This design comes from an exercise in tuning for small area, a short achievable clock period and few clock cycles on the open sky130 flow, not from production work. Function not checked in this run: the RTL went through the layout flow alone. No activity file was given, so power comes from the tool's default toggle rates.

### flow/run.sh
#!/bin/bash
# synth_recipe.tcl (not shown) runs the flow's synth.tcl, then flattens the netlist and writes it again
# the make line also repeats each setting of config.mk as NAME=value (left out here)
make -C /OpenROAD-flow-scripts/flow DESIGN_CONFIG=/design/flow/config.mk WORK_HOME=/design/flow/orfs CLKGATE_MAP_FILE= SYNTH_SCRIPT=/design/flow/synth_recipe.tcl finish
### flow/config.mk
export PLATFORM = sky130hd
export DESIGN_NAME = rx_framer
export DESIGN_NICKNAME = rx_framer
export VERILOG_FILES = /design/flow/design.v
export SDC_FILE = /design/flow/constraint.sdc
export NUM_CORES = 4
export LEC_CHECK = 0
export CAP_MARGIN = 20
export CORE_MARGIN = 2
export CORE_UTILIZATION = 22
export SLEW_MARGIN = 20
### flow/constraint.sdc
create_clock -name core_clock -period 10.0 [get_ports {clk}]
set_input_delay 2.0000 -clock core_clock [delete_from_list [all_inputs] [get_ports {clk}]]
set_output_delay 2.0000 -clock core_clock [all_outputs]
set_load 0.01 [all_outputs]
### flow/design.v
module rx_framer (
    input  wire        clk,
    input  wire        rst,             
    input  wire        poll_valid,
    output wire        poll_ready,
    input  wire        poll_has_byte,   
    input  wire [7:0]  poll_byte,
    input  wire [31:0] poll_now,        
    output reg         resp_valid,
    output reg         resp_inact,      
    output reg         resp_frame_ok,   
    output reg         resp_crc_err,    
    output reg         fo_valid,
    output reg  [7:0]  fo_data
);
    localparam [7:0]  HEADER1     = 8'hAA;
    localparam [7:0]  HEADER2     = 8'h55;
    localparam [7:0]  ACKV        = 8'h00;
    localparam [7:0]  NOACKV      = 8'h01;
    localparam [7:0]  TERMINATOR  = 8'h0D;
    localparam [7:0]  MAX_PAYLOAD = 8'd121;
    localparam        BUF_SIZE    = 128;
    localparam [31:0] INACT_MS    = 32'd1500;
    localparam [2:0] F_IDLE = 3'd0, F_SH1 = 3'd1, F_SH2 = 3'd2,
                     F_SLEN = 3'd3, F_ACC = 3'd4;
    localparam [1:0] C_POLL = 2'd0, C_CHECK = 2'd1, C_OUT = 2'd2;
    reg [2:0]  fst;
    reg [7:0]  rxidx;
    reg [7:0]  rxexp;
    reg [31:0] t_lastrx;
    reg [7:0]  rxbuf [0:BUF_SIZE-1];
    reg [1:0]  ctl;
    reg [7:0]  ptr;
    reg [15:0] crc;
    reg        pend_inact;
    reg        crc_lo_ok;
    assign poll_ready = (ctl == C_POLL);
    wire accept = poll_valid && poll_ready;
    wire [31:0] elapsed = poll_now - t_lastrx;
    wire        inact   = (fst != F_IDLE) && (elapsed > INACT_MS);
    wire [2:0]  fst0   = inact ? F_IDLE : fst;
    wire [7:0]  rxidx0 = inact ? 8'd0   : rxidx;
    wire [7:0]  rxexp0 = inact ? 8'd0   : rxexp;
    reg  [2:0]  fst_n;
    reg  [7:0]  rxidx_n;
    reg  [7:0]  rxexp_n;
    reg         clr;         
    reg         wr;          
    reg  [7:0]  wr_idx;
    reg         complete;    
    wire [7:0]  b = poll_byte;
    always @(*) begin
        fst_n    = fst0;
        rxidx_n  = rxidx0;
        rxexp_n  = rxexp0;
        clr      = inact;
        wr       = 1'b0;
        wr_idx   = rxidx0;
        complete = 1'b0;
        if (poll_has_byte) begin
            case (fst0)
                F_IDLE: begin
                    if (b == HEADER1) begin
                        clr = 1'b1; wr = 1'b1; wr_idx = 8'd0;
                        rxidx_n = 8'd1; rxexp_n = 8'd0; fst_n = F_SH1;
                    end
                end
                F_SH1: begin
                    if (b == HEADER2) begin
                        wr = 1'b1; rxidx_n = rxidx0 + 8'd1; fst_n = F_SH2;
                    end else if (b == HEADER1) begin
                        clr = 1'b1; wr = 1'b1; wr_idx = 8'd0;
                        rxidx_n = 8'd1; rxexp_n = 8'd0; fst_n = F_SH1;
                    end else begin
                        clr = 1'b1; rxidx_n = 8'd0; rxexp_n = 8'd0; fst_n = F_IDLE;
                    end
                end
                F_SH2: begin
                    if (b == ACKV || b == NOACKV) begin
                        wr = 1'b1; rxidx_n = rxidx0 + 8'd1; fst_n = F_SLEN;
                    end else if (b == HEADER1) begin
                        clr = 1'b1; wr = 1'b1; wr_idx = 8'd0;
                        rxidx_n = 8'd1; rxexp_n = 8'd0; fst_n = F_SH1;
                    end
                end
                F_SLEN: begin
                    if (b <= MAX_PAYLOAD) begin
                        wr = 1'b1; rxidx_n = rxidx0 + 8'd1;
                        rxexp_n = b + 8'd7; fst_n = F_ACC;
                    end else if (b == HEADER1) begin
                        clr = 1'b1; wr = 1'b1; wr_idx = 8'd0;
                        rxidx_n = 8'd1; rxexp_n = 8'd0; fst_n = F_SH1;
                    end else begin
                        clr = 1'b1; rxidx_n = 8'd0; rxexp_n = 8'd0; fst_n = F_IDLE;
                    end
                end
                default: begin  
                    if (rxidx0 < rxexp0) begin
                        wr = 1'b1; rxidx_n = rxidx0 + 8'd1;
                        if (rxidx0 + 8'd1 == rxexp0 && b == TERMINATOR)
                            complete = 1'b1;
                    end else if (b == HEADER1) begin
                        clr = 1'b1; wr = 1'b1; wr_idx = 8'd0;
                        rxidx_n = 8'd1; rxexp_n = 8'd0; fst_n = F_SH1;
                    end
                end
            endcase
        end
    end
    wire [7:0] rd_byte = rxbuf[ptr[6:0]];    
    reg [15:0] crc_next;
    integer k;
    always @(*) begin
        crc_next = crc ^ {8'h00, rd_byte};
        for (k = 0; k < 8; k = k + 1)
            crc_next = crc_next[0] ? ((crc_next >> 1) ^ 16'hA001) : (crc_next >> 1);
    end
    wire done_check_bad = (ctl == C_CHECK) && (ptr == rxexp - 8'd2) &&
                          !(crc_lo_ok && rd_byte == crc[15:8]);
    wire done_out       = (ctl == C_OUT)   && (ptr == rxexp - 8'd1);
    wire buf_clr        = rst || (accept && clr) || done_check_bad || done_out;
    integer i;
    always @(posedge clk) begin
        for (i = 0; i < BUF_SIZE; i = i + 1) begin
            if (buf_clr)
                rxbuf[i] <= 8'h00;
            if (!rst && accept && wr && wr_idx == i)
                rxbuf[i] <= b;
        end
    end
    always @(posedge clk) begin
        if (rst) begin
            fst           <= F_IDLE;
            rxidx         <= 8'd0;
            rxexp         <= 8'd0;
            t_lastrx      <= 32'd0;
            ctl           <= C_POLL;
            ptr           <= 8'd0;
            crc           <= 16'hFFFF;
            pend_inact    <= 1'b0;
            crc_lo_ok     <= 1'b0;
            resp_valid    <= 1'b0;
            resp_inact    <= 1'b0;
            resp_frame_ok <= 1'b0;
            resp_crc_err  <= 1'b0;
            fo_valid      <= 1'b0;
            fo_data       <= 8'h00;
        end else begin
            resp_valid    <= 1'b0;
            resp_inact    <= 1'b0;
            resp_frame_ok <= 1'b0;
            resp_crc_err  <= 1'b0;
            fo_valid      <= 1'b0;
            case (ctl)
                C_POLL: begin
                    if (accept) begin
                        fst   <= fst_n;
                        rxidx <= rxidx_n;
                        rxexp <= rxexp_n;
                        if (poll_has_byte)
                            t_lastrx <= poll_now;
                        if (complete) begin
                            ctl        <= C_CHECK;
                            ptr        <= 8'd0;
                            crc        <= 16'hFFFF;
                            pend_inact <= inact;
                        end else begin
                            resp_valid <= 1'b1;
                            resp_inact <= inact;
                        end
                    end
                end
                C_CHECK: begin
                    ptr <= ptr + 8'd1;
                    if (ptr < rxexp - 8'd3) begin
                        crc <= crc_next;
                    end else if (ptr == rxexp - 8'd3) begin
                        crc_lo_ok <= (rd_byte == crc[7:0]);
                    end else begin
                        if (crc_lo_ok && rd_byte == crc[15:8]) begin
                            ctl <= C_OUT;
                            ptr <= 8'd0;
                        end else begin
                            resp_valid   <= 1'b1;
                            resp_inact   <= pend_inact;
                            resp_crc_err <= 1'b1;
                            fst   <= F_IDLE;
                            rxidx <= 8'd0;
                            rxexp <= 8'd0;
                            ctl   <= C_POLL;
                        end
                    end
                end
                default: begin  
                    fo_valid <= 1'b1;
                    fo_data  <= rd_byte;
                    ptr      <= ptr + 8'd1;
                    if (ptr == rxexp - 8'd1) begin
                        resp_valid    <= 1'b1;
                        resp_inact    <= pend_inact;
                        resp_frame_ok <= 1'b1;
                        fst   <= F_IDLE;
                        rxidx <= 8'd0;
                        rxexp <= 8'd0;
                        ctl   <= C_POLL;
                    end
                end
            endcase
        end
    end
endmodule
==> results.txt <==
status=no timing/DRC/antenna violations; core area=between 200000 and 250000 sq um; FF-to-FF Start=ptr[1]; initial detailed-routing violation count=between 10000 and 15000; Layout area overhead=23.3%; HPWL Detailed=around 300000 microns; die height=501 microns; critical path's largest stage delay=~0.61 ns; clock skew=about 0.060 ns; H-tree levels=4; Residual DRC=0; Crit Path Category=in -> reg; Crit Path Max Fanout=16; clock root buffer master=clkbuf_16; DR vias/cell=between 6 and 7; Die X=around 500 microns; Final Cycle Share=between 80% and 90%; endpoints failing setup=0; PwrDens=around 160 nW/um^2; Num CTS Buffers=133; critical path capture point type=flop; crit path to=rxbuf[76][5]; reg-to-reg endpoint=rxbuf[76][5]; # fillers=about 26000; Post-CTS Setup Bufs=0; final net count=roughly 5400; GRT Total Usage=between 30% and 40%; synth warn=2; Syn Area/Cell=roughly 11 sq um; post-route minimum period=slightly below 9 ns; Worst-Margin Slew=about 1.4 ns; most frequent cells in the layout=1024 x edfxtp_1, 645 x and3_1, 634 x nor2_1; most common cell after layout, fill and taps aside=edfxtp_1; CTS max path bufs=3; unique cell type count in the Yosys netlist=84; max_slew headroom=under 10%; Data required, critical path=approximately 11 ns; post-cts resize count=0; full die area=around 250000 sq um; ranking of synthesized cells by area=edfxtp_1 57%, and3_1 7.5%, nor2_1 4.6%, a22oi_1 3.6%, dfxtp_1 3.4%; Min-Delay Path Class=reg -> reg; Synth Register Bits=1116; fin area=about 67000 sq um; final antenna-violating net count=0; area of placed instances=approximately 63000 sq um; routed wire length=between 400000 and 500000 microns; Slew Viols, Final=0; Post-synth EDFFs=just over 1000; R2R Setup Slk=1.52 ns; initial core utilization=22.1%; leak pwr=25.0 nW; reg2reg path depth=20; Fin. Hold Viols=0; clk slew on worst S/H paths=about 0.05 ns; Top FF cell, synth=edfxtp_1; Site Rows=between 150 and 200; post-synthesis net count=between 5000 and 6000; clock sink count=1116; Setup crit start kind=input pin; grt ovf=0; first-pass GRT wire length=roughly 500000 microns; pin count of the biggest net entering global routing=91; CP dominant cell by count=o21a_1; IO buf count=57; Yosys top cell area share=56.7%; sequential area share after synthesis=60.1%; asr flop ratio synth=0%; MaxCap Viol Count=0; WP data arrival=9.47 ns; setup tns final=0 ns; highest clock rate=~110 MHz; Gate Count Post-Synth=approximately 5000; overall power=about 11 mW; Max stage delay cell, worst path=o21ai_0; TritonCTS clock tree=yes; clock latency (worst-skew pair)=~0.86 ns; worst vdd ir=around 0.19 mV; num ports=58; unrepaired setup endpoints after global routing=no; final worst slack=between 1 and 1.5 ns; layout cell share with drive strength beyond 1=between 10% and 20%; Synth area leader=edfxtp_1; WL/cell=about 46 microns; initial antenna violation count=between 90 and 100; vias in the first global route=approximately 46000; Hold Buf Count CTS=0; crit path launch=poll_now[0]; GPL Wtd Cong=1.10; Post-Place Setup Slack=around 0.33 ns; worst hold margin=between 0.4 and 0.5 ns; detailed-route via count=about 52000; First-pass DRT Iterations=9; Syn Std Cell Area=approximately 54000 sq um
metal layers:
metal / share of wire [%] / routed length [microns] / global-route usage, % / vias to the layer above
li1: - / - / - / 19500
met1: 37 / 148000 / 38.6 / 26600
met2: 39 / 156000 / 42.1 / 4875
met3: 15 / 59800 / 13.8 / 1126
met4: 9.0 / 36200 / 22.0 / 42
met5: 0.13 / 533 / 0.656 / -
stage by stage:
step                      utilization, %  std cells
after floorplan                        -       4980
after global placement              25.5       8362
after detailed placement            25.5       8366
after CTS                           27.2       8606
after global routing                27.2       8630
final                               27.3       8663
cell families after synthesis:
logic type	share of synthesized area, %
xor gates and xnor gates	1.49
muxes	0.498
DFF	60.1
and+or+nand+nor	21.7
AOI/OAI and AO/OA	10.9
adders and majority gates	1.49
buffers and inverters	3.86
final cells by class:
type | count | area (sq um) | area share (%)
sequential | 1116 | 32600 | 48.7
antenna | 57 | 143 | 0.213
tap | 3220 | 4030 | 6.02
timing repair buffer | 630 | 5560 | 8.31
clock buffer | 161 | 3450 | 5.16
inverter | 67 | 254 | 0.380
clock inverter | 79 | 726 | 1.08
multi-input combinational | 3333 | 20100 | 30.1
registers in the layout, summed over array words and instances, names as in the netlist, 2 cells and up:
name / count
rxbuf: 1024
t_lastrx: 32
crc: 16
fo_data: 8
ptr: 8
rxexp: 8
rxidx: 8
fst: 3
ctl: 2
worst max-delay path: cells and delay by family:
family,cells,cell delay (ns)
simple gates,7,0.91
compound gates,15,3.64
mux,1,0.26
fa+ha+maj,3,0.72
buf+inv,9,1.86
power by group:
part	switching (mW)	internal, mW
clock network	2.25	2.67
logic	0.391	0.161
registers	0.162	5.23
total	2.81	8.06
worst min-delay path by stage:
stage	slack (ns)	depth (start not counted)	end	start
finish	0.45	2	t_lastrx[27]	t_lastrx[27]
global route	0.47	2	t_lastrx[30]	t_lastrx[30]
CTS	0.46	2	t_lastrx[8]	t_lastrx[8]
detailed placement	0.45	2	t_lastrx[8]	t_lastrx[8]
global placement	0.44	2	t_lastrx[2]	t_lastrx[2]
floorplan	0.44	2	t_lastrx[10]	t_lastrx[10]
cells in the mapped netlist, types with 12 or more instances:
cell       number
clkbuf_1      410
o21ai_1        16
o21a_1         17
nand3_1       170
inv_1          64
a211oi_1       19
a21oi_1       113
nand2b_1       21
mux2i_1        18
buf_1          13
nor2_1        671
nor3_1        181
ha_1           63
a32oi_1        55
buf_2          32
o21ai_0       189
nor2b_1        17
edfxtp_1     1024
nand2_1       288
nand4b_1       14
and4b_1        13
a2111oi_0      76
o22ai_1        12
xor2_1         30
and2_1         19
a21o_1         25
or4_1          13
a22oi_1       258
nor4_1         56
dfxtp_1        92
xnor2_1        60
and3_1        647
nand4_1       117
nor4bb_1       13

-- port drivers added, routing unchanged --
The flow's constraints put no driver on any port. The routed layout listed below was extracted and timed again, unchanged, in two steps.
Step 1: set_driving_cell puts a clkbuf_16 on clk and a buf_2 on each other input, an assumption about the parent block.
Step 2 moves the port delays by t, midway between the first and last clock arrival at a register: inputs arrive t later, outputs are due t later. That takes back most of the time a late clock gives input paths.
Three values: ideal, step 1, step 2; two values: the first two.
t (ns): 0.921
setup slack, ns: 1.047 / 1.114 / 0.193
worst setup path after step 2: input to register
latest minus earliest clock arrival (ns): 0.060 / 0.060
slew at the worst register clock pin (ns): 0.08 / 0.08
After both steps setup and hold are still met in this run. For this run, drivers alone change the setup slack by +0.067 ns; drivers and shift together by -0.854 ns.
